From an optimization exercise on the open Yosys and OpenROAD flow, aimed at small area, a short achievable clock period and few clock cycles per item; shortcuts taken in it are not production practice. At most, simulation tests tie the RTL to the original design; equivalence was not proved. Only the layout flow was run in runs 1 to 3; the RTL was not checked for function there. Power figures rest on the tool's default switching activity, not on a simulated workload.

==> flow/design.v <==
module qvlc_enc (
    input  wire        clk,
    input  wire        rst,         
    input  wire        in_valid,
    output wire        in_ready,
    input  wire [15:0] in_coef,     
    input  wire [3:0]  in_qno,      
    input  wire [1:0]  in_cls,      
    input  wire        in_mode,     
    output wire        out_valid,
    input  wire        out_ready,
    output wire [15:0] out_val,     
    output wire [4:0]  out_len,     
    output wire        out_last,    
    output wire        out_err,     
    output wire [11:0] out_bits     
);
    localparam RL = 65;             
    reg  [RL*9-1:0] ring;           
    wire [8:0]      ring_in;        
    always @(posedge clk)
        ring <= {ring[(RL-1)*9-1:0], ring_in};
    wire [8:0] tap  = ring[62*9 +: 9];    
    reg        rdy;                 
    reg  [6:0] wd;                  
    reg  [6:0] span;                
    reg  [5:0] wj;                  
    reg  [3:0] qno;
    reg  [1:0] cls;
    reg        mode;
    reg        werr;                
    reg  [5:0] widx;                
    reg        pv;                  
    reg        pdc;                 
    reg        plast;               
    reg [15:0] pcoef;
    reg  [2:0] psh;
    reg        pend;
    reg        perr;
    reg  [5:0] pidx;
    wire in_fire = in_valid && rdy && !rst;
    function [2:0] shift_tab(input [3:0] q, input [1:0] z);
        reg [11:0] row;            
        begin
            case (q)
                4'd0,  4'd1:  row = {3'd4, 3'd4, 3'd3, 3'd3};
                4'd2,  4'd3:  row = {3'd4, 3'd3, 3'd3, 3'd2};
                4'd4,  4'd5:  row = {3'd3, 3'd3, 3'd2, 3'd2};
                4'd6,  4'd7:  row = {3'd3, 3'd2, 3'd2, 3'd1};
                4'd8,  4'd9:  row = {3'd2, 3'd2, 3'd1, 3'd1};
                4'd10, 4'd11: row = {3'd2, 3'd1, 3'd1, 3'd0};
                4'd12, 4'd13: row = {3'd1, 3'd1, 3'd0, 3'd0};
                4'd14:        row = {3'd1, 3'd0, 3'd0, 3'd0};
                default:      row = {3'd0, 3'd0, 3'd0, 3'd0};
            endcase
            shift_tab = row[z*3 +: 3];
        end
    endfunction
    wire [1:0] zone = mode ? wj[1:0] : wj[5:4];
    wire [2:0] sh   = shift_tab(qno, zone) + {2'd0, cls == 2'd3};
    wire        x_neg = pcoef[15];
    wire [15:0] x_mag = x_neg ? (16'd0 - pcoef) : pcoef;    
    wire [15:0] q_mag = x_mag >> psh;
    wire        q_big = (q_mag[15:8] != 8'd0);
    assign ring_in = pv ? {x_neg, q_mag[7:0]} : ring[(RL-1)*9 +: 9];
    reg        ract;                
    reg  [5:0] rj;                  
    reg        reob;                
    reg        r63;                 
    reg  [5:0] run;
    reg  [6:0] rd;                  
    reg        al;                  
    reg        tz, ta1, ta2, ta3;   
    reg        lz, la1;             
    reg        ov;                  
    reg [15:0] oval;
    reg  [4:0] olen;
    reg        olast;
    reg        ofirst;              
    reg        oerr;
    reg [11:0] obits;
    wire       ospace = !ov || out_ready;
    wire [7:0] amp   = tap[7:0];
    wire       sgn   = tap[8];
    wire [5:0] r     = ract ? run : 6'd0;
    wire       r_0   = (r == 6'd0);
    wire       r_1   = (r == 6'd1);
    wire       r_2   = (r == 6'd2);
    wire       is_eob = ract && reob;
    wire       last_c = ract && r63;
    wire       split1 = tz && !last_c && !lz && (!la1 || !(r_0 || r_1));
    reg [15:0] t_val;
    reg  [4:0] t_len;
    always @(*) begin
        if (is_eob) begin
            t_val = 16'h0006; t_len = 5'd4;
        end else if (tz) begin                         
            if (r_0) begin t_val = 16'h007C;           t_len = 5'd7;  end
            else     begin t_val = {10'h07E, r};       t_len = 5'd13; end
        end else if (ta1 && r_1) begin
            t_val = {11'd0, 4'b0111, sgn};  t_len = 5'd5;
        end else if (ta1 && r_2) begin
            t_val = {10'd0, 5'b10100, sgn}; t_len = 5'd6;
        end else if (ta1) begin
            t_val = {14'd0, 1'b0, sgn};     t_len = 5'd3;
        end else if (ta2) begin
            t_val = {12'd0, 3'b010, sgn};   t_len = 5'd4;
        end else if (ta3) begin
            t_val = {11'd0, 4'b1000, sgn};  t_len = 5'd5;
        end else begin
            t_val = {7'b1111111, amp, sgn}; t_len = 5'd16;
        end
    end
    wire emit    = is_eob || !tz || split1;
    wire start   = !ract && pend;                       
    wire do_err  = start && perr && ospace;
    wire can_go  = al && (ract || (pend && !perr));
    wire step    = can_go && (!emit || ospace);
    wire load    = (step && emit) || do_err;
    wire s_le64 = (span[6] == 1'b0) || (span[5:0] == 6'd0);
    wire s_65   = (span == 7'd65);
    wire s_66   = (span == 7'd66);
    wire span_ok = do_err || s_le64 || (s_65 && !(in_fire && !step)) ||
                   (s_66 && step && !in_fire);
    wire [6:0] span_n = span + {6'd0, in_fire} - {6'd0, step} - (do_err ? 7'd64 : 7'd0);
    wire [6:0] rd_m1  = (rd == 7'd0) ? 7'd64 : rd - 7'd1;
    wire [6:0] rd_m2  = (rd == 7'd0) ? 7'd63 : (rd == 7'd1) ? 7'd64 : rd - 7'd2;
    wire [6:0] wd_m1  = (wd == 7'd0) ? 7'd64 : wd - 7'd1;
    wire [5:0] j      = ract ? rj : 6'd1;
    assign in_ready = rdy;
    always @(posedge clk) begin
        if (rst) begin
            rdy    <= 1'b1;
            wd     <= 7'd1;
            rd     <= 7'd2;
            al     <= 1'b1;
            span   <= 7'd0;
            wj     <= 6'd0;
            pv     <= 1'b0;
            pdc    <= 1'b0;
            plast  <= 1'b0;
            pend   <= 1'b0;
            ract   <= 1'b0;
            ov     <= 1'b0;
            ofirst <= 1'b1;
        end else begin
            wd   <= in_fire ? wd : wd_m1;
            span <= span_n;
            rdy  <= (in_fire || wd == 7'd2) && span_ok;
            pv    <= in_fire && (wj != 6'd0);
            pdc   <= in_fire && (wj == 6'd0);
            plast <= in_fire && (wj == 6'd63);
            if (in_fire) wj <= wj + 6'd1;
            if (pv && plast) pend <= 1'b1;
            else if (start && (do_err || step)) pend <= 1'b0;
            rd <= do_err ? rd_m2 : step ? rd : rd_m1;
            al <= do_err ? (rd == 7'd4) : step ? al : (rd == 7'd3);
            if (step) begin
                ract <= !is_eob;
                rj   <= j + 6'd1;
                reob <= (j == 6'd63);
                r63  <= (j == 6'd62);
                run  <= tz ? r + 6'd1 : 6'd0;
            end
            if (load) ov <= 1'b1;
            else if (out_ready) ov <= 1'b0;
            if (load) ofirst <= do_err || is_eob;
        end
    end
    always @(posedge clk) begin
        if (in_fire && wj == 6'd0) begin
            qno  <= in_qno;
            cls  <= in_cls;
            mode <= in_mode;
        end
        if (pdc) begin
            werr <= 1'b0;
        end else if (pv && q_big && !werr) begin
            werr <= 1'b1;
            widx <= wj - 6'd1;
        end
        pcoef <= in_coef;
        psh   <= sh;
        if (pv && plast) begin
            perr <= werr || q_big;
            pidx <= werr ? widx : 6'd63;
        end
        lz  <= (ring[60*9 +: 8] == 8'd0);
        la1 <= (ring[60*9 +: 8] == 8'd1);
        tz  <= lz;
        ta1 <= la1;
        ta2 <= (ring[61*9 +: 8] == 8'd2);
        ta3 <= (ring[61*9 +: 8] == 8'd3);
        if (load) begin
            oerr  <= do_err;
            olast <= do_err || is_eob;
            oval  <= do_err ? {10'd0, pidx} : t_val;
            olen  <= do_err ? 5'd0 : t_len;
            obits <= do_err ? 12'd0 : (ofirst ? 12'd0 : obits) + {7'd0, t_len};
        end
    end
    assign out_valid = ov;
    assign out_val   = oval;
    assign out_len   = olen;
    assign out_last  = olast;
    assign out_err   = oerr;
    assign out_bits  = obits;
endmodule
==> flow/run.sh <==
#!/bin/bash
# synth_recipe.tcl (not shown) runs the flow's synth.tcl, then flattens the netlist and writes it again
# the make line also repeats each setting of config.mk as NAME=value (left out here)
make -C /OpenROAD-flow-scripts/flow DESIGN_CONFIG=/design/flow/config.mk WORK_HOME=/design/flow/orfs CLKGATE_MAP_FILE= SYNTH_SCRIPT=/design/flow/synth_recipe.tcl finish
==> flow/config.mk <==
export PLATFORM = sky130hd
export DESIGN_NAME = qvlc_enc
export DESIGN_NICKNAME = qvlc_enc
export VERILOG_FILES = /design/flow/design.v
export SDC_FILE = /design/flow/constraint.sdc
export NUM_CORES = 4
export LEC_CHECK = 0
export CAP_MARGIN = 20
export CORE_MARGIN = 2
export CORE_UTILIZATION = 70
export CTS_CLUSTER_DIAMETER = 100
export CTS_CLUSTER_SIZE = 30
export SETUP_SLACK_MARGIN = 5
export SLEW_MARGIN = 20
==> flow/constraint.sdc <==
create_clock -name core_clock -period 9.0 [get_ports {clk}]
set_input_delay 1.8000 -clock core_clock [delete_from_list [all_inputs] [get_ports {clk}]]
set_output_delay 1.8000 -clock core_clock [all_outputs]
set_load 0.01 [all_outputs]
==> notes.md, run 1 <==
### Finish
* final cell utilization of the core: 0.774
* growth of design area from synthesis to finish: 9.15%
* most frequent cells in the layout: sky130_fd_sc_hd__dfxtp_1 (657), sky130_fd_sc_hd__nor2_1 (66), sky130_fd_sc_hd__edfxtp_1 (64), sky130_fd_sc_hd__clkdlybuf4s50_1 (63), sky130_fd_sc_hd__nand2_1 (48)
* fill cell instance count of the final layout: 1576
* layout cell share with drive strength beyond 1: 0.0539
* commonest non-fill, non-tap cell in the layout: sky130_fd_sc_hd__dfxtp_1
* # nets final: 1445
* Antenna Cells: 0

### Route
* number of nets with antenna violations after detailed routing: 0
* WL final: 27500 µm
* total number of vias: 9067
* DRC violations left: 0
* wire length per cell: 15.9 µm
* drt first-iter violations: 639
* Via-to-Cell Ratio: 5.23
* Detailed Routing Iterations Pass 1: 5

### Pwr
* switching share of power: 0.217
* Pwr Total: 0.00521 W
* worst vdd ir: 0.000175 V
* proportion of power drawn by combinational gates: 0.058
* Lkg Pwr: 8.09 nW
* net switching power: 0.00113 W
* power density over cell area: 251 nW/µm²
* part of the total power dissipated in the clock network: 0.283
* internal power consumption: 0.00408 W
* Reg power frac: 0.659

### Hold path
* type of the tightest min-delay check: register to register

### Critical path
* Max stage delay cell, worst path: sky130_fd_sc_hd__clkdlybuf4s50_1
* data required time of the critical path: 9.52 ns
* critical path's most frequent cell: sky130_fd_sc_hd__ha_1
* critical path fanouts, max: 4
* WP data arrival: 4.34 ns
* critical path start-end classification: input pin to register
* peak per-stage delay on the critical path: 0.43 ns
* Top Family by Delay on Critical Path: compound AO/OA/AOI/OAI gates
* kind of start point of the critical path: input pin
* capturing element type of the critical path: register
* Buffers & Inverters on Critical Path: 3
* ordered list of cells on the worst path: clkdlybuf4s50_1 > nand2b_4 > o221ai_4 > inv_2 > ha_1 > ha_1 > inv_1 > ha_1 > a21oi_2 > o21bai_1 > a21oi_1 > nor2_1 > or3_1 > a21oi_1

### Die
* overall die area: 28500 µm²
* overall die width: 169 µm
* Initial Utilization: 0.710
* area inside the core boundary: 26800 µm²
* placement row count: 60
* Top Ports: 64
* Die Y-Extent: 169 µm

### Timing
* final hold violation count: 0
* post-route worst hold slack: 0.301 ns
* Max Freq: 261 MHz
* final cycle utilization of the critical path: 0.425
* clock period minus worst slack: 3.82 ns
* worst slew margin relative to its limit: 0.368
* post-route clock skew: 0.0313 ns
* total of endpoints with negative setup slack in the final report: 0
* total negative slack for setup checks: 0 ns
* max-slew violation total from the final report: 0
* setup repair after global routing missed its margin: no
* transition time at the pin with the least slew margin: 0.940 ns

### Outcome
* status: timing/DRC/antenna clean

### Yosys
* average footprint of a synthesized cell: 14.3 µm²
* part of the Yosys area used for sequential elements: 0.793
* post-synthesis instance area: 19000 µm²
* async set or reset register ratio after synthesis: 0
* net count of the mapped netlist: 1389
* primary flip-flop cell chosen by synthesis mapping: sky130_fd_sc_hd__dfxtp_1
* unique cell type count in the Yosys netlist: 72
* number of storage elements in the synthesis netlist: 721
* synthesis warning total: 1
* EDFF count, synth: 64
* cells after synthesis: 1327

### Global routing
* combined global-route utilization of all metal layers: 0.197
* number of antenna violations at the first check in global routing: 2
* pin count of the biggest net entering global routing: 37
* global-route wire length before repair: 45400 µm
* vias in the first global route: 9032
* Congestion Overflow GR: 0

### Clock network
* CTS tree: built
* H-tree lvl count: 1
* library cell used as clock root buffer: sky130_fd_sc_hd__clkbuf_16
* cts hold-fix bufs: 0
* clock tree sinks: 721
* Worst-path clk slew: 0.11 ns
* number of buffers inserted during clock tree synthesis: 28
* clock latency on the worst-skew pair: 0.58 ns
* maximum buffer depth of the clock tree: 3

### Placed design
* IO Port Bufs: 63
* half-perimeter wire length of the detailed placement result: 16400 µm
* final weighted congestion in routability-driven placement: 0.816

### Job
* number of maximum-capacitance violations: 0

registers in the layout, indices dropped and copies added, names as in the netlist, 2 cells and up, named ones only:
register	cells
span	7
widx	6
obits	12
oval	11
wd	7
rd	7
psh	3
olen	5
pidx	6
rj	6
pcoef	16
run	6
cls	2
qno	4
wj	6
ring	585
logic make-up after synthesis:
group,Yosys count,share of synthesized area
AO/OA/AOI/OAI,148,0.0534
multiplexers,30,0.0190
adder cells (fa/ha/maj),35,0.0238
XOR/XNOR,47,0.0226
flip-flops,721,0.793
buffers and inverters,88,0.0191
AND/OR/NAND/NOR,258,0.0693
path summary, 6_finish.rpt:
kind | startpoint | depth (start not counted) | slack [ns] | to
min | ring[64]$_DFF_P_ | 0 | 0.30 | ring[73]$_DFF_P_
min reg2reg | ring[64]$_DFF_P_ | 0 | 0.30 | ring[73]$_DFF_P_
max reg2reg | pcoef[3]$_DFF_P_ | 7 | 5.28 | widx[3]$_DFFE_PP_
max | out_ready | 14 | 5.18 | span[6]$_SDFF_PP0_
metrics by stage:
stage / area, µm² / cells / setup WS [ns]
6_report: 20800 / 1733 / 5.18
5_1_grt: 20800 / 1733 / 5.02
4_1_cts: 20700 / 1733 / 5.07
3_5_place_dp: 19900 / 1690 / 3.70
3_3_place_gp: 19900 / 1690 / 3.78
2_1_floorplan: 19000 / 1327 / 5.01
area by class of cell:
| type | instances | area [µm²] | share of cell area |
|---|---|---|---|
| repair buffers | 67 | 661 | 0.0318 |
| multi-input cells | 518 | 3620 | 0.175 |
| repair inverters | 2 | 12.5 | 0.000603 |
| inverters | 45 | 176 | 0.00850 |
| clock inverters | 2 | 46.3 | 0.00223 |
| well taps | 341 | 427 | 0.0206 |
| clock buffers | 37 | 734 | 0.0354 |
| flip-flops and latches | 721 | 15100 | 0.726 |
synth_stat cells, drive strengths merged (3+ instances only):
cell type,count,area share
dfxtp,657,0.69
nor2,68,0.013
edfxtp,64,0.10
nand2,48,0.0095
inv,44,0.0087
a21oi,37,0.0097
ha,33,0.022
clkbuf,30,0.0059
o21ai,29,0.0076
xnor2,28,0.014
nor3,23,0.0061
and2,22,0.0072
xor2,19,0.0088
nand2b,18,0.0059
mux2i,17,0.0089
buf,13,0.0043
nand3,13,0.0034
nor2b,12,0.0039
a211oi,11,0.0043
and3,9,0.0030
mux2,9,0.0053
nor4,9,0.0030
o31ai,9,0.0036
a21o,8,0.0032
nand4,7,0.0023
or4,7,0.0030
o221ai,6,0.0031
or3,6,0.0022
o21a,5,0.0020
mux4,4,0.0047
nor3b,4,0.0016
o21bai,4,0.0016
or2,4,0.0013
a32oi,3,0.0014
a41o,3,0.0016
nand3b,3,0.0012
o211ai,3,0.0012
o41ai,3,0.0014
metal layers:
| layer | vias to the layer above | routed length [µm] | track usage |
|---|---|---|---|
| met4 | 0 | 454 | 0.0379 |
| met3 | 41 | 1260 | 0.0260 |
| met2 | 230 | 12800 | 0.329 |
| li1 | 4516 | - | - |
| met5 | - | 0 | 0 |
| met1 | 4280 | 13000 | 0.282 |
power by group through the flow:
stage                     combinational [W]  clock (W)  sequential (W)
final                              0.000301    0.00147         0.00343
after global routing               0.000338    0.00161         0.00345
after CTS                          0.000298    0.00151         0.00343
after detailed placement           0.000295          0         0.00350
after global placement             0.000286          0         0.00350
after floorplan                    0.000255          0         0.00346
what timing repair did:
item,4_1_cts,5_1_grt
gates resized for setup,2,9
hold endpoints to repair,0,0
setup buffers,2,0
cloned,2,0
pin swaps,2,1
setup endpoints to repair,39,22
worst reg2reg max path, stage by stage, from the launching register on:
cell and delay [ns]:
sky130_fd_sc_hd__dfxtp_1 0.37, sky130_fd_sc_hd__nor4_1 0.81, sky130_fd_sc_hd__or2b_1 0.35, sky130_fd_sc_hd__o311ai_0 0.34
sky130_fd_sc_hd__o221ai_1 0.19, sky130_fd_sc_hd__a32oi_1 0.31, sky130_fd_sc_hd__o21bai_1 0.16, sky130_fd_sc_hd__a2111oi_2 0.83
==> inputs of run 2 (changes only) <==
==> flow/flow/run.sh (new file) <==
#!/bin/bash
set -euo pipefail
bash standard.sh finish SETUP_SLACK_MARGIN=6.0 > standard_make.log 2>&1
==> flow/standard.sh (new file) <==
#!/bin/bash
# synth_recipe.tcl (not shown) runs the flow's synth.tcl, then flattens the netlist and writes it again
# the make line also repeats each setting of config.mk as NAME=value (left out here)
make -C /OpenROAD-flow-scripts/flow DESIGN_CONFIG=/design/flow/config.mk WORK_HOME=/design/flow/orfs CLKGATE_MAP_FILE= SYNTH_SCRIPT=/design/flow/synth_recipe.tcl "${@:-finish}"
removed: flow/run.sh
==> run 2 against run 1 <==
  * Die area unchanged
  * Largest power group unchanged
  * Hold slack got worse by 0.0057 ns
  * Still clean on timing, DRC and antenna
  * Highest routed layer is now met5
  * Largest cell class unchanged
  * Clock skew about the same
==> notes.md, run 2 <==
### Placed design
* IO Port Bufs: 63, unchanged
* worst-case setup slack after placement: 4.30 ns, +0.596 ns
* final weighted congestion in routability-driven placement: 0.818, +0.29%
* half-perimeter wire length of the detailed placement result: 16900 µm, +3.2%
* number of cells after detailed placement: 1692, +0.12%

### Global routing
* Congestion Overflow GR: 0, unchanged
* vias in the first global route: 9364, +3.7%
* combined global-route utilization of all metal layers: 0.211, +0.0145
* global-route wire length before repair: 47900 µm, +5.7%
* pin count of the biggest net entering global routing: 32, -14%
* number of antenna violations at the first check in global routing: 1, -1

### Route
* total number of vias: 9419, +3.9%
* number of nets with antenna violations after detailed routing: 0, unchanged
* Detailed Routing Iterations Pass 1: 5, unchanged
* WL final: 30900 µm, +12%
* wire length per cell: 17.3 µm, +8.8%
* DRC violations left: 0, unchanged
* Via-to-Cell Ratio: 5.27, +0.74%
* drt first-iter violations: 798, +25%

### Timing
* total negative slack for setup checks: 0 ns, unchanged
* post-route clock skew: 0.0310 ns, -0.000353 ns
* total of endpoints with negative setup slack in the final report: 0, unchanged
* transition time at the pin with the least slew margin: 0.832 ns, -0.108 ns
* worst slew margin relative to its limit: 0.445, +0.0770
* final hold violation count: 0, unchanged
* Max Freq: 301 MHz, +15%
* setup repair after global routing missed its margin: yes
* Final Worst Setup Slack: 5.68 ns, +0.506 ns
* clock period minus worst slack: 3.32 ns, -0.506 ns
* max-slew violation total from the final report: 0, unchanged
* final cycle utilization of the critical path: 0.369, -0.0562

### Yosys
* synth cell count leaders: sky130_fd_sc_hd__dfxtp_1 (657), sky130_fd_sc_hd__nor2_1 (68), sky130_fd_sc_hd__edfxtp_1 (64), sky130_fd_sc_hd__nand2_1 (48), sky130_fd_sc_hd__inv_1 (44)
* primary flip-flop cell chosen by synthesis mapping: sky130_fd_sc_hd__dfxtp_1
* async set or reset register ratio after synthesis: 0, unchanged
* synth top area cells: sky130_fd_sc_hd__dfxtp_1 (69%), sky130_fd_sc_hd__edfxtp_1 (10%), sky130_fd_sc_hd__ha_1 (2.2%)
* average footprint of a synthesized cell: 14.3 µm², unchanged
* part of the Yosys area used for sequential elements: 0.793, unchanged
* post-synthesis instance area: 19000 µm², unchanged
* EDFF count, synth: 64, unchanged
* Yosys top cell area share: 0.692, unchanged
* cell taking the most area after synthesis: sky130_fd_sc_hd__dfxtp_1
* number of storage elements in the synthesis netlist: 721, unchanged
* unique cell type count in the Yosys netlist: 72, unchanged
* cells after synthesis: 1327, unchanged
* net count of the mapped netlist: 1389, unchanged
* most used standard cell by instance count after synthesis: sky130_fd_sc_hd__dfxtp_1
* synthesis warning total: 1, unchanged

### Clock network
* H-tree lvl count: 1, unchanged
* library cell used as clock root buffer: sky130_fd_sc_hd__clkbuf_16
* clock latency on the worst-skew pair: 0.58 ns, about the same
* cts hold-fix bufs: 0, unchanged
* CTS tree: built
* clock tree sinks: 721, unchanged
* number of buffers inserted during clock tree synthesis: 28, unchanged
* maximum buffer depth of the clock tree: 3, unchanged
* Worst-path clk slew: 0.12 ns, about the same

### Critical path
* data required time of the critical path: 9.34 ns, -0.18 ns
* Max stage delay cell, worst path: sky130_fd_sc_hd__or4_4
* reg2reg setup slack: 5.68 ns, +0.40 ns
* endpoint of the worst-slack reg-to-reg timing path: obits[11]$_SDFFCE_PP0P_
* peak per-stage delay on the critical path: 0.62 ns, +0.19 ns
* Critical R2R Launch: run[5]$_SDFFCE_PN0P_
* worst setup path endpoint: obits[11]$_SDFFCE_PP0P_
* critical path launch point: run[5]$_SDFFCE_PN0P_
* kind of start point of the critical path: register
* WP data arrival: 3.66 ns, -0.68 ns
* capturing element type of the critical path: register
* FF-to-FF path depth: 16, +9
* critical path's most frequent cell: sky130_fd_sc_hd__a21oi_2
* critical path start-end classification: register to register
* critical path fanouts, max: 5, +1
* ordered list of cells on the worst path: or4_4 > buf_6 > o31ai_4 > nor2_2 > a21oi_2 > or2_4 > inv_2 > ha_4 > a21o_1 > a21oi_2 > o21bai_1 > a21oi_2 > buf_6 > nor3_2 > xnor2_1 > nor3_1

### Finish
* area taken by flip-flops and latches: 15100 µm², +0.12%
* commonest non-fill, non-tap cell in the layout: sky130_fd_sc_hd__dfxtp_1
* final cell utilization of the core: 0.806, +0.0312
* growth of design area from synthesis to finish: 13.5%
* non-filler instance count after layout: 1787, +3.1%
* most frequent cells in the layout: sky130_fd_sc_hd__dfxtp_1 (649), sky130_fd_sc_hd__edfxtp_1 (64), sky130_fd_sc_hd__nor2_1 (60), sky130_fd_sc_hd__nand2_1 (44), sky130_fd_sc_hd__buf_4 (40)
* # nets final: 1499, +3.7%
* flip-flop count of the largest register after layout: 585, unchanged
* fill cell instance count of the final layout: 1427, -9.5%
* Regs by FF count: ring x585, pcoef x16, obits x12
* footprint of the multi-input gates: 4080 µm², +12%
* register ranked first by flip-flop count: ring
* layout cell share with drive strength beyond 1: 0.166, +0.112

### Pwr
* power density over cell area: 244 nW/µm², -2.8%
* Pwr Total: 0.00526 W, +1.1%
* Lkg Pwr: 8.42 nW, +4.1%
* worst vdd ir: 0.000215 V, +23%

### Die
* area inside the core boundary: 26800 µm², unchanged
* Die Y-Extent: 169 µm, unchanged
* overall die width: 169 µm, unchanged
* Initial Utilization: 0.710, unchanged
* Top Ports: 64, unchanged
* placement row count: 60, unchanged
* overall die area: 28500 µm², unchanged

### Hold path
* type of the tightest min-delay check: register to register

### Job
* number of maximum-capacitance violations: 0, unchanged

### Outcome
* status: timing/DRC/antenna clean

## run 2: cell counts after synthesis
No cell type changed its count.
## run 2: critical path, delay by kind of cell, from the launching register on
family	cells	cell delay, ns
fa+ha+maj	1	0.20
xor+xnor	1	0.17
simple gates	5	0.96
buf+inv	3	0.33
flops	1	0.43
compound gates	6	0.96
## run 2: final cells by class
class | count | area share
flip-flops and latches | 721 | 0.699
multi-input cells | 519 | 0.189
repair buffers | 121 | 0.0478
clock buffers | 36 | 0.0338
well taps | 341 | 0.0198
inverters | 45 | 0.00823
clock inverters | 2 | 0.00214
repair inverters | 1 | 0.000348
diodes | 1 | 0.000116
## run 2: power breakdown
group          switching, W  leakage (nW)  internal [W]  total (W)
logic              0.000174          2.17      0.000162   0.000336
clock network      0.000902         0.373      0.000584    0.00149
registers         0.0000930          5.87       0.00335    0.00344
total               0.00117          8.42       0.00409    0.00526
## run 2: through the flow
step / hold WS (ns) / instance area [µm²]
2_1_floorplan: 0.310 / 19300
3_3_place_gp: 0.311 / 20100
3_5_place_dp: 0.312 / 20100
4_1_cts: 0.296 / 21200
5_1_grt: 0.297 / 21600
6_report: 0.295 / 21600
## run 2: logic make-up after synthesis
logic type / Yosys count / synth area share
compound gates: 148 / 0.0534
xor+xnor: 47 / 0.0226
fa+ha+maj: 35 / 0.0238
buf+inv: 88 / 0.0191
flops: 721 / 0.793
mux: 30 / 0.0190
simple gates: 258 / 0.0693
## run 2: layer usage
layer,GRT usage,up-vias,share of wire
met5,0,-,0.00042
met4,0.0532,2,0.022
met3,0.0292,62,0.038
met2,0.361,228,0.49
met1,0.290,4492,0.45
li1,-,4635,-
## run 2: timing repair
item,CTS,global route
pin swaps,38,21
setup buffers,36,17
resized for setup,198,51
gates cloned,2,1
endpoints found under the setup margin,127,65
## run 2: worst min path at each step
stage / startpoint / endpoint / slack [ns] / cells past startpoint
final: ring[28]$_DFF_P_ / ring[37]$_DFF_P_ / 0.30 / 0
after global routing: ring[28]$_DFF_P_ / ring[37]$_DFF_P_ / 0.30 / 0
after CTS: ring[28]$_DFF_P_ / ring[37]$_DFF_P_ / 0.30 / 0
after detailed placement: ring[207]$_DFF_P_ / ring[216]$_DFF_P_ / 0.31 / 0
after global placement: ring[431]$_DFF_P_ / ring[440]$_DFF_P_ / 0.31 / 0
after floorplan: ring[91]$_DFF_P_ / ring[100]$_DFF_P_ / 0.31 / 0
==> inputs of run 3 (changes only) <==
==> flow/flow/run.sh (replaced) <==
#!/bin/bash
set -euo pipefail
bash standard.sh finish SETUP_SLACK_MARGIN=5.5 > standard_make.log 2>&1
==> run 3 against run 2 <==
  * Critical path depth fell by 2
  * Sequential cell count unchanged
  * Via count shrank 2.2%
==> notes.md, run 3 <==
### Finish
* Antenna Cells: 0, -1
* layout cell share with drive strength beyond 1: 0.0852, -0.0809
* finished layout cell area: 21100 µm², -2.4%
* growth of design area from synthesis to finish: 10.8%
* most frequent cells in the layout: sky130_fd_sc_hd__dfxtp_1 (657), sky130_fd_sc_hd__nor2_1 (64), sky130_fd_sc_hd__edfxtp_1 (64), sky130_fd_sc_hd__clkdlybuf4s50_1 (62), sky130_fd_sc_hd__nand2_1 (47)
* flip-flop count of the largest register after layout: 585, unchanged
* register ranked first by flip-flop count: ring
* commonest non-fill, non-tap cell in the layout: sky130_fd_sc_hd__dfxtp_1
* Regs by FF count: ring x585, pcoef x16, obits x12
* # nets final: 1463, -2.4%

### Hold path
* Worst Hold Path Cells: 0, unchanged
* endpoint of the worst hold path: ring[92]$_DFF_P_
* start point of the worst min-delay path: ring[83]$_DFF_P_
* type of the tightest min-delay check: register to register

### Global routing
* Congestion Overflow GR: 0, unchanged
* most congested layer reported by global routing: met2
* GR Util met2: 0.359, -0.00178
* vias in the first global route: 9260, -1.1%
* number of antenna violations at the first check in global routing: 0, -1
* met1 track demand over resource in global routing: 0.292, +0.00179
* routing usage on met3: 0.0271, -0.00210
* global-route wire length before repair: 47700 µm, -0.56%
* pin count of the biggest net entering global routing: 37, +16%
* combined global-route utilization of all metal layers: 0.209, -0.00244

### Die
* Initial Utilization: 0.710, unchanged
* overall die area: 28500 µm², unchanged
* Top Ports: 64, unchanged
* placement row count: 60, unchanged
* area inside the core boundary: 26800 µm², unchanged
* Die Y-Extent: 169 µm, unchanged
* overall die width: 169 µm, unchanged

### Clock network
* clock latency on the worst-skew pair: 0.58 ns, about the same
* CTS tree: built
* H-tree lvl count: 1, unchanged
* maximum buffer depth of the clock tree: 3, unchanged
* number of buffers inserted during clock tree synthesis: 28, unchanged
* clock tree sinks: 721, unchanged
* cts hold-fix bufs: 0, unchanged
* library cell used as clock root buffer: sky130_fd_sc_hd__clkbuf_16
* Worst-path clk slew: 0.12 ns, about the same

### Route
* Detailed Routing Iterations Pass 1: 5, unchanged
* number of nets with antenna violations after detailed routing: 0, unchanged
* total number of vias: 9215, -2.2%
* WL final: 29500 µm, -4.5%
* Via-to-Cell Ratio: 5.27, about the same
* DRC violations left: 0, unchanged
* drt first-iter violations: 514, -36%
* wire length per cell: 16.9 µm, -2.5%

### Yosys
* part of the Yosys area used for sequential elements: 0.793, unchanged
* synth cell count leaders: sky130_fd_sc_hd__dfxtp_1 (657), sky130_fd_sc_hd__nor2_1 (68), sky130_fd_sc_hd__edfxtp_1 (64), sky130_fd_sc_hd__nand2_1 (48), sky130_fd_sc_hd__inv_1 (44)
* async set or reset register ratio after synthesis: 0, unchanged
* cells after synthesis: 1327, unchanged
* Yosys top cell area share: 0.692, unchanged
* average footprint of a synthesized cell: 14.3 µm², unchanged
* post-synthesis instance area: 19000 µm², unchanged
* synthesis warning total: 1, unchanged
* net count of the mapped netlist: 1389, unchanged
* cell taking the most area after synthesis: sky130_fd_sc_hd__dfxtp_1
* unique cell type count in the Yosys netlist: 72, unchanged
* primary flip-flop cell chosen by synthesis mapping: sky130_fd_sc_hd__dfxtp_1
* number of storage elements in the synthesis netlist: 721, unchanged
* EDFF count, synth: 64, unchanged
* most used standard cell by instance count after synthesis: sky130_fd_sc_hd__dfxtp_1
* synth top area cells: sky130_fd_sc_hd__dfxtp_1 (69%), sky130_fd_sc_hd__edfxtp_1 (10%), sky130_fd_sc_hd__ha_1 (2.2%)

### Critical path
* FF-to-FF path depth: 15, -1
* Critical R2R Launch: run[3]$_SDFFCE_PN0P_
* reg2reg setup slack: 5.57 ns, -0.11 ns
* data required time of the critical path: 9.52 ns, +0.18 ns
* endpoint of the worst-slack reg-to-reg timing path: obits[8]$_SDFFCE_PP0P_
* critical path launch point: out_ready
* critical path start-end classification: input pin to register
* kind of start point of the critical path: input pin
* peak per-stage delay on the critical path: 0.34 ns, -0.28 ns
* ordered list of cells on the worst path: dlygate4sd2_1 > nand2b_4 > o221ai_4 > inv_2 > ha_4 > ha_4 > inv_2 > ha_4 > a21oi_2 > o21bai_1 > a21oi_1 > nor2_1 > or3_1 > a21oi_1
* Max stage delay cell, worst path: sky130_fd_sc_hd__or3_1
* critical path's most frequent cell: sky130_fd_sc_hd__ha_4
* WP data arrival: 3.97 ns, +0.31 ns
* capturing element type of the critical path: register
* critical path fanouts, max: 2, -3

### Outcome
* status: timing/DRC/antenna clean

### Placed design
* worst-case setup slack after placement: 4.22 ns, -0.0846 ns
* IO Port Bufs: 63, unchanged
* final weighted congestion in routability-driven placement: 0.818, about the same
* Area after DPL: 20000 µm², -0.73%
* half-perimeter wire length of the detailed placement result: 17300 µm, +2.4%

### Pwr
* Lkg Pwr: 8.18 nW, -2.9%
* Pwr Total: 0.00522 W, -0.76%
* power density over cell area: 248 nW/µm², +1.7%
* worst vdd ir: 0.000245 V, +14%

### Timing
* clock period minus worst slack: 3.45 ns, +0.127 ns
* worst slew margin relative to its limit: 0.415, -0.0302
* final hold violation count: 0, unchanged
* max-slew violation total from the final report: 0, unchanged
* transition time at the pin with the least slew margin: 0.877 ns, +0.0452 ns
* Final Worst Setup Slack: 5.55 ns, -0.127 ns
* total negative slack for setup checks: 0 ns, unchanged
* post-route clock skew: 0.0238 ns, -0.00719 ns
* setup repair after global routing missed its margin: yes
* final cycle utilization of the critical path: 0.383, +0.0142
* total of endpoints with negative setup slack in the final report: 0, unchanged
* Max Freq: 290 MHz, -3.7%

### Job
* number of maximum-capacitance violations: 0, unchanged

## run 3: cell counts after synthesis
Identical to the previous run, type by type.
## run 3: kinds of logic after synthesis
group           synth area share
fa+ha+maj                 0.0238
buf+inv                   0.0191
simple gates              0.0693
mux                       0.0190
xor+xnor                  0.0226
flops                      0.793
compound gates            0.0534
## run 3: repair_timing
item,in CTS,in global routing
pin swaps,12,10
buffers inserted,13,7
gates cloned,2,0
endpoints found under the setup margin,79,16
gates resized for setup,14,19
## run 3: cell type report
| type | count | area, µm² |
|---|---|---|
| clock buffer | 34 | 723 |
| fill | 1512 | 5740 |
| timing repair inverter | 2 | 12.5 |
| inverter | 45 | 176 |
| clock inverter | 3 | 47.5 |
| timing repair buffer | 85 | 798 |
| tap | 341 | 427 |
| multi-input combinational | 518 | 3810 |
| sequential | 721 | 15100 |
## run 3: routing by layer
layer	share of wire	wire, µm	up-vias
met5	0	0	-
met4	0.018	532	0
met3	0.037	1090	43
met2	0.49	14400	196
met1	0.46	13500	4419
li1	-	-	4557
## run 3: worst max-delay path by stage
stage	slack (ns)	to
finish	5.55	span[6]$_SDFF_PP0_
global route	5.41	obits[8]$_SDFFCE_PP0P_
CTS	5.50	obits[7]$_SDFFCE_PP0P_
detailed placement	4.22	oval[7]$_SDFFCE_PP0P_
global placement	4.32	obits[6]$_SDFFCE_PP0P_
floorplan	5.18	span[6]$_SDFF_PP0_
## run 3: stage by stage
step / hold slack [ns] / std cells / utilization
2_1_floorplan: 0.310 / 1327 / -
3_3_place_gp: 0.310 / 1690 / 0.746
3_5_place_dp: 0.312 / 1690 / 0.746
4_1_cts: 0.315 / 1742 / 0.780
5_1_grt: 0.314 / 1749 / 0.786
6_report: 0.312 / 1749 / 0.786
## run 3: critical path: cells and delay by family
| kind | cells | cell delay (ns) |
|---|---|---|
| AOI/OAI and AO/OA | 5 | 0.70 |
| adders and majority gates | 3 | 0.57 |
| buffers and inverters | 3 | 0.36 |
| and+or+nand+nor | 3 | 0.55 |
## run 3: where the power goes
group          internal, W  total (W)  switching [W]
Sequential         0.00335    0.00344      0.0000898
Clock             0.000584    0.00148       0.000898
Combinational     0.000146   0.000304       0.000158
==> inputs of run 4 (changes only) <==
--- a/flow/design.v
+++ b/flow/design.v
@@ -26,6 +26,6 @@
     reg  [6:0] span;                
     reg  [5:0] wj;                  
-    reg  [3:0] qno;
-    reg  [1:0] cls;
+    reg  [3:0] qe;                  
+    reg        c3;                  
     reg        mode;
     reg        werr;                
@@ -40,28 +40,24 @@
     reg  [5:0] pidx;
     wire in_fire = in_valid && rdy && !rst;
-    function [2:0] shift_tab(input [3:0] q, input [1:0] z);
-        reg [11:0] row;            
-        begin
-            case (q)
-                4'd0,  4'd1:  row = {3'd4, 3'd4, 3'd3, 3'd3};
-                4'd2,  4'd3:  row = {3'd4, 3'd3, 3'd3, 3'd2};
-                4'd4,  4'd5:  row = {3'd3, 3'd3, 3'd2, 3'd2};
-                4'd6,  4'd7:  row = {3'd3, 3'd2, 3'd2, 3'd1};
-                4'd8,  4'd9:  row = {3'd2, 3'd2, 3'd1, 3'd1};
-                4'd10, 4'd11: row = {3'd2, 3'd1, 3'd1, 3'd0};
-                4'd12, 4'd13: row = {3'd1, 3'd1, 3'd0, 3'd0};
-                4'd14:        row = {3'd1, 3'd0, 3'd0, 3'd0};
-                default:      row = {3'd0, 3'd0, 3'd0, 3'd0};
-            endcase
-            shift_tab = row[z*3 +: 3];
-        end
-    endfunction
     wire [1:0] zone = mode ? wj[1:0] : wj[5:4];
-    wire [2:0] sh   = shift_tab(qno, zone) + {2'd0, cls == 2'd3};
+    wire [3:0] qs   = qe + {2'd0, zone};
+    wire [2:0] sh   = (qs[3:2] == 2'd0) ? {2'd0, c3} : qs[3:1] - 3'd1;
     wire        x_neg = pcoef[15];
-    wire [15:0] x_mag = x_neg ? (16'd0 - pcoef) : pcoef;    
-    wire [15:0] q_mag = x_mag >> psh;
-    wire        q_big = (q_mag[15:8] != 8'd0);
-    assign ring_in = pv ? {x_neg, q_mag[7:0]} : ring[(RL-1)*9 +: 9];
+    wire [14:0] u     = pcoef[14:0] ^ {15{x_neg}};
+    wire [14:0] v     = u >> psh;
+    reg         c;
+    always @(*) begin
+        case (psh)
+            3'd0:    c = x_neg;
+            3'd1:    c = x_neg & u[0];
+            3'd2:    c = x_neg & (&u[1:0]);
+            3'd3:    c = x_neg & (&u[2:0]);
+            3'd4:    c = x_neg & (&u[3:0]);
+            default: c = x_neg & (&u[4:0]);
+        endcase
+    end
+    wire [8:0]  q_lo  = {1'b0, v[7:0]} + {8'd0, c};
+    wire        q_big = (v[14:8] != 7'd0) || q_lo[8];
+    assign ring_in = pv ? {x_neg, q_lo[7:0]} : ring[(RL-1)*9 +: 9];
     reg        ract;                
     reg  [5:0] rj;                  
@@ -170,6 +166,6 @@
     always @(posedge clk) begin
         if (in_fire && wj == 6'd0) begin
-            qno  <= in_qno;
-            cls  <= in_cls;
+            qe   <= 4'd8 - {1'b0, in_qno[3:1]} - {3'd0, in_qno == 4'd15} + {2'd0, in_cls == 2'd3, 1'b0};
+            c3   <= (in_cls == 2'd3);
             mode <= in_mode;
         end
==> flow/flow/run.sh (replaced) <==
#!/bin/bash
set -euo pipefail
bash standard.sh finish SETUP_SLACK_MARGIN=6.0 > standard_make.log 2>&1
==> run 4 against run 3 <==
  * First-iteration DRC count rose by 20%
  * Clock power fell by 3%
  * Count of clock-buffer cells in the layout rose by 2
  * Die area fell by 0.51%
  * Sequential power fell by 2%
  * Design area rose by 1.3%
  * Via count rose by 1.9%
  * Largest power group unchanged
==> notes.md, run 4 <==
### Outcome
* status: timing/DRC/antenna clean

### Global routing
* vias in the first global route: 9154, -1.1%
* combined global-route utilization of all metal layers: 0.209, +0.000415
* number of antenna violations at the first check in global routing: 3, +3
* pin count of the biggest net entering global routing: 33, -11%
* global-route wire length before repair: 47300 µm, -0.84%
* Congestion Overflow GR: 0, unchanged

### Route
* top sig layer: met4
* Via-to-Cell Ratio: 5.29, +0.45%
* Routed met3 length: 1170 µm, +6.8%
* DRC violations left: 0, unchanged
* WL final: 30200 µm, +2.3%
* metal2 WL: 14500 µm, +0.95%
* wire length on met1: 13800 µm, +2.1%
* Detailed Routing Iterations Pass 1: 5, unchanged
* drt first-iter violations: 615, +20%
* number of nets with antenna violations after detailed routing: 0, unchanged
* total number of vias: 9389, +1.9%
* wire length per cell: 17.0 µm, +0.87%

### Finish
* final cell utilization of the core: 0.799, +0.0127
* layout cell share with drive strength beyond 1: 0.154, +0.0690
* footprint of the multi-input gates: 4170 µm², +9.4%
* # nets final: 1486, +1.6%
* flip-flop count of the largest register after layout: 585, unchanged
* Antenna Cells: 0, unchanged
* non-filler instance count after layout: 1774, +1.4%
* commonest non-fill, non-tap cell in the layout: sky130_fd_sc_hd__dfxtp_1
* growth of design area from synthesis to finish: 12.8%
* register ranked first by flip-flop count: ring
* area taken by flip-flops and latches: 14900 µm², -1.5%
* fill cell instance count of the final layout: 1504, -0.53%
* Regs by FF count: ring x585, pcoef x16, obits x12
* most frequent cells in the layout: sky130_fd_sc_hd__dfxtp_1 (642), sky130_fd_sc_hd__nor2_1 (68), sky130_fd_sc_hd__edfxtp_1 (63), sky130_fd_sc_hd__buf_4 (48), sky130_fd_sc_hd__nand2_1 (47)

### Die
* placement row count: 60, unchanged
* Die Y-Extent: 168 µm, -0.25%
* area inside the core boundary: 26700 µm², -0.28%
* Initial Utilization: 0.708, -0.00171
* overall die area: 28400 µm², -0.51%
* Top Ports: 64, unchanged
* overall die width: 168 µm, -0.25%

### Timing
* Final Worst Setup Slack: 5.59 ns, +0.0351 ns
* final hold violation count: 0, unchanged
* clock period minus worst slack: 3.41 ns, -0.0351 ns
* total negative slack for setup checks: 0 ns, unchanged
* transition time at the pin with the least slew margin: 0.924 ns, +0.0473 ns
* max-slew violation total from the final report: 0, unchanged
* Max Freq: 293 MHz, +1.0%
* worst slew margin relative to its limit: 0.375, -0.0394
* total of endpoints with negative setup slack in the final report: 0, unchanged
* final cycle utilization of the critical path: 0.379, -0.00390
* post-route clock skew: 0.0382 ns, +0.0144 ns
* setup repair after global routing missed its margin: yes

### Critical path
* peak per-stage delay on the critical path: 0.36 ns, +0.02 ns
* WP data arrival: 3.94 ns, -0.03 ns
* FF-to-FF path depth: 14, -1
* ordered list of cells on the worst path: buf_6 > nand2b_4 > o221ai_2 > a21o_4 > inv_6 > ha_4 > ha_4 > inv_2 > ha_4 > a21oi_4 > o21bai_4 > a21oi_2 > nor2_1 > or3_1 > a21oi_2
* data required time of the critical path: 9.53 ns, about the same
* critical path start-end classification: input pin to register
* kind of start point of the critical path: input pin
* critical path fanouts, max: 2, unchanged
* Crit. path cell count: 15, +1
* Critical R2R Launch: ract$_SDFFE_PP0N_
* Top Family by Delay on Critical Path: compound AO/OA/AOI/OAI gates
* capturing element type of the critical path: register
* reg2reg setup slack: 5.78 ns, +0.21 ns
* critical path's most frequent cell: sky130_fd_sc_hd__ha_4
* critical path launch point: out_ready
* Max stage delay cell, worst path: sky130_fd_sc_hd__or3_1
* Buffers & Inverters on Critical Path: 3, unchanged
* worst setup path endpoint: span[6]$_SDFF_PP0_
* endpoint of the worst-slack reg-to-reg timing path: span[6]$_SDFF_PP0_

### Clock network
* clock tree sinks: 710, -1.5%
* CTS tree: built
* maximum buffer depth of the clock tree: 3, unchanged
* clock latency on the worst-skew pair: 0.60 ns, +0.02 ns
* number of buffers inserted during clock tree synthesis: 27, -3.6%
* library cell used as clock root buffer: sky130_fd_sc_hd__clkbuf_16
* H-tree lvl count: 1, unchanged
* Worst-path clk slew: 0.10 ns, -0.02 ns
* cts hold-fix bufs: 0, unchanged

### Yosys
* number of storage elements in the synthesis netlist: 710, -1.5%
* cell taking the most area after synthesis: sky130_fd_sc_hd__dfxtp_1
* most used standard cell by instance count after synthesis: sky130_fd_sc_hd__dfxtp_1
* synth top area cells: sky130_fd_sc_hd__dfxtp_1 (68%), sky130_fd_sc_hd__edfxtp_1 (10%), sky130_fd_sc_hd__ha_1 (2.1%)
* post-synthesis instance area: 18900 µm², -0.52%
* unique cell type count in the Yosys netlist: 74, +2.8%
* Yosys top cell area share: 0.685, -0.00697
* average footprint of a synthesized cell: 14.4 µm², +0.54%
* part of the Yosys area used for sequential elements: 0.785, -0.00803
* synth cell count leaders: sky130_fd_sc_hd__dfxtp_1 (647), sky130_fd_sc_hd__nor2_1 (72), sky130_fd_sc_hd__edfxtp_1 (63), sky130_fd_sc_hd__nand2_1 (48), sky130_fd_sc_hd__a21oi_1 (40)
* EDFF count, synth: 63, -1.6%
* synthesis warning total: 1, unchanged
* cells after synthesis: 1313, -1.1%
* async set or reset register ratio after synthesis: 0, unchanged
* primary flip-flop cell chosen by synthesis mapping: sky130_fd_sc_hd__dfxtp_1
* net count of the mapped netlist: 1375, -1.0%

### Pwr
* Pwr Total: 0.00519 W, -0.54%
* worst vdd ir: 0.000228 V, -7.0%
* Lkg Pwr: 8.38 nW, +2.5%
* power density over cell area: 243 nW/µm², -1.9%

### Placed design
* number of cells after detailed placement: 1682, -0.47%
* IO Port Bufs: 63, unchanged
* worst-case setup slack after placement: 4.19 ns, -0.0295 ns
* half-perimeter wire length of the detailed placement result: 17700 µm, +2.3%
* final weighted congestion in routability-driven placement: 0.862, +5.4%

### Job
* number of maximum-capacitance violations: 0, unchanged

### Hold path
* type of the tightest min-delay check: register to register

-- run 4: changes by cell type after synthesis, sizes merged, moves of 5 or more --
cell	previous run	this run
mux2i	17	36
a31oi	2	13
dfxtp	657	647
nor3	23	15
a211oi	11	5
and3	9	4
nor2b	12	17
o221ai	6	1
or3	6	11
-- run 4: cell type report --
type                            count  area share
Multi-Input combinational cell    524       0.195
Tap cell                          341      0.0200
Timing Repair Buffer              120      0.0464
Clock inverter                      2     0.00147
Sequential cell                   710       0.696
Inverter                           41     0.00803
Clock buffer                       36      0.0332
-- run 4: stage by stage --
stage	hold WS (ns)	instance area, µm²
5_1_grt	0.332	21300
6_report	0.329	21300
2_1_floorplan	0.310	19200
3_5_place_dp	0.312	20000
3_3_place_gp	0.310	20000
4_1_cts	0.330	21100
-- run 4: worst min-delay path by stage --
stage | startpoint | end | slack (ns) | cells after the start
final | ring[339]$_DFF_P_ | ring[348]$_DFF_P_ | 0.33 | 0
after global routing | ring[49]$_DFF_P_ | ring[58]$_DFF_P_ | 0.33 | 0
after CTS | ring[49]$_DFF_P_ | ring[58]$_DFF_P_ | 0.33 | 0
after detailed placement | ring[221]$_DFF_P_ | ring[230]$_DFF_P_ | 0.31 | 0
after global placement | ring[217]$_DFF_P_ | ring[226]$_DFF_P_ | 0.31 | 0
after floorplan | ring[91]$_DFF_P_ | ring[100]$_DFF_P_ | 0.31 | 0
-- run 4: cells by family (layout without fill, tap and decap cells) --
family          count (synthesis)  after routing  share of synthesized area
compound gates                146            146                     0.0543
xor+xnor                       50             50                     0.0235
fa+ha+maj                      35             35                     0.0247
buf+inv                        79            199                     0.0181
flops                         710            710                      0.785
mux                            45             45                     0.0283
simple gates                  248            248                     0.0663
-- run 4: layer usage --
layer | vias up | track usage
li1 | 4591 | -
met1 | 4530 | 0.300
met2 | 212 | 0.348
met3 | 56 | 0.0230
met4 | 0 | 0.0532
met5 | - | 0
-- run 4: repair_timing --
| action | in CTS | in global routing |
|---|---|---|
| setup endpoints to repair | 141 | 47 |
| pin swaps | 29 | 23 |
| cloned | 1 | 0 |
| gates resized for setup | 194 | 33 |
| setup buffers | 38 | 15 |
-- run 4: report_power, final --
group	switching [W]	leakage, nW	internal (W)
sequential	0.0000750	5.82	0.00331
combinational	0.000198	2.21	0.000182
clock	0.000867	0.359	0.000565
Testbench counts of run 4, summed over its fixed seeds: cycles 21,008, blocks 320.

what the ideal ports hide:
In the flow no input, the clock included, has a driving cell. The finished layouts below were timed again as built, in two steps.
Step 1 assumes that a clkbuf_16 drives the clock port and a buf_2 every other input.
Step 2 times the ports against the registers' clock, not the clock port: input delays grow and output delays shrink by t, the midpoint of the rising clock arrivals with the driver on.
Three values: ideal, step 1, step 2; two values: the first two.
run | t (ns) | setup WS [ns] | worst hold slack (ns) | clock arrival spread, ns | worst slew at a driven data input, ns
run 1 | 0.621 | 5.175 / 5.199 / 4.578 | 0.301 / 0.301 / 0.301 | 0.039 / 0.039 | 0.03
run 2 | 0.622 | 5.681 / 5.681 / 5.088 | 0.295 / 0.295 / 0.295 | 0.038 / 0.038 | 0.04
run 3 | 0.617 | 5.553 / 5.541 / 4.965 | 0.312 / 0.312 / 0.312 | 0.028 / 0.027 | 0.05
run 4 | 0.632 | 5.589 / 5.582 / 4.950 | 0.329 / 0.329 / 0.329 | 0.040 / 0.040 | 0.07
After both steps every run listed still meets setup and hold. The setup slack of run 4, which loses most, moves by -0.007 ns with the drivers and by -0.639 ns with both steps.
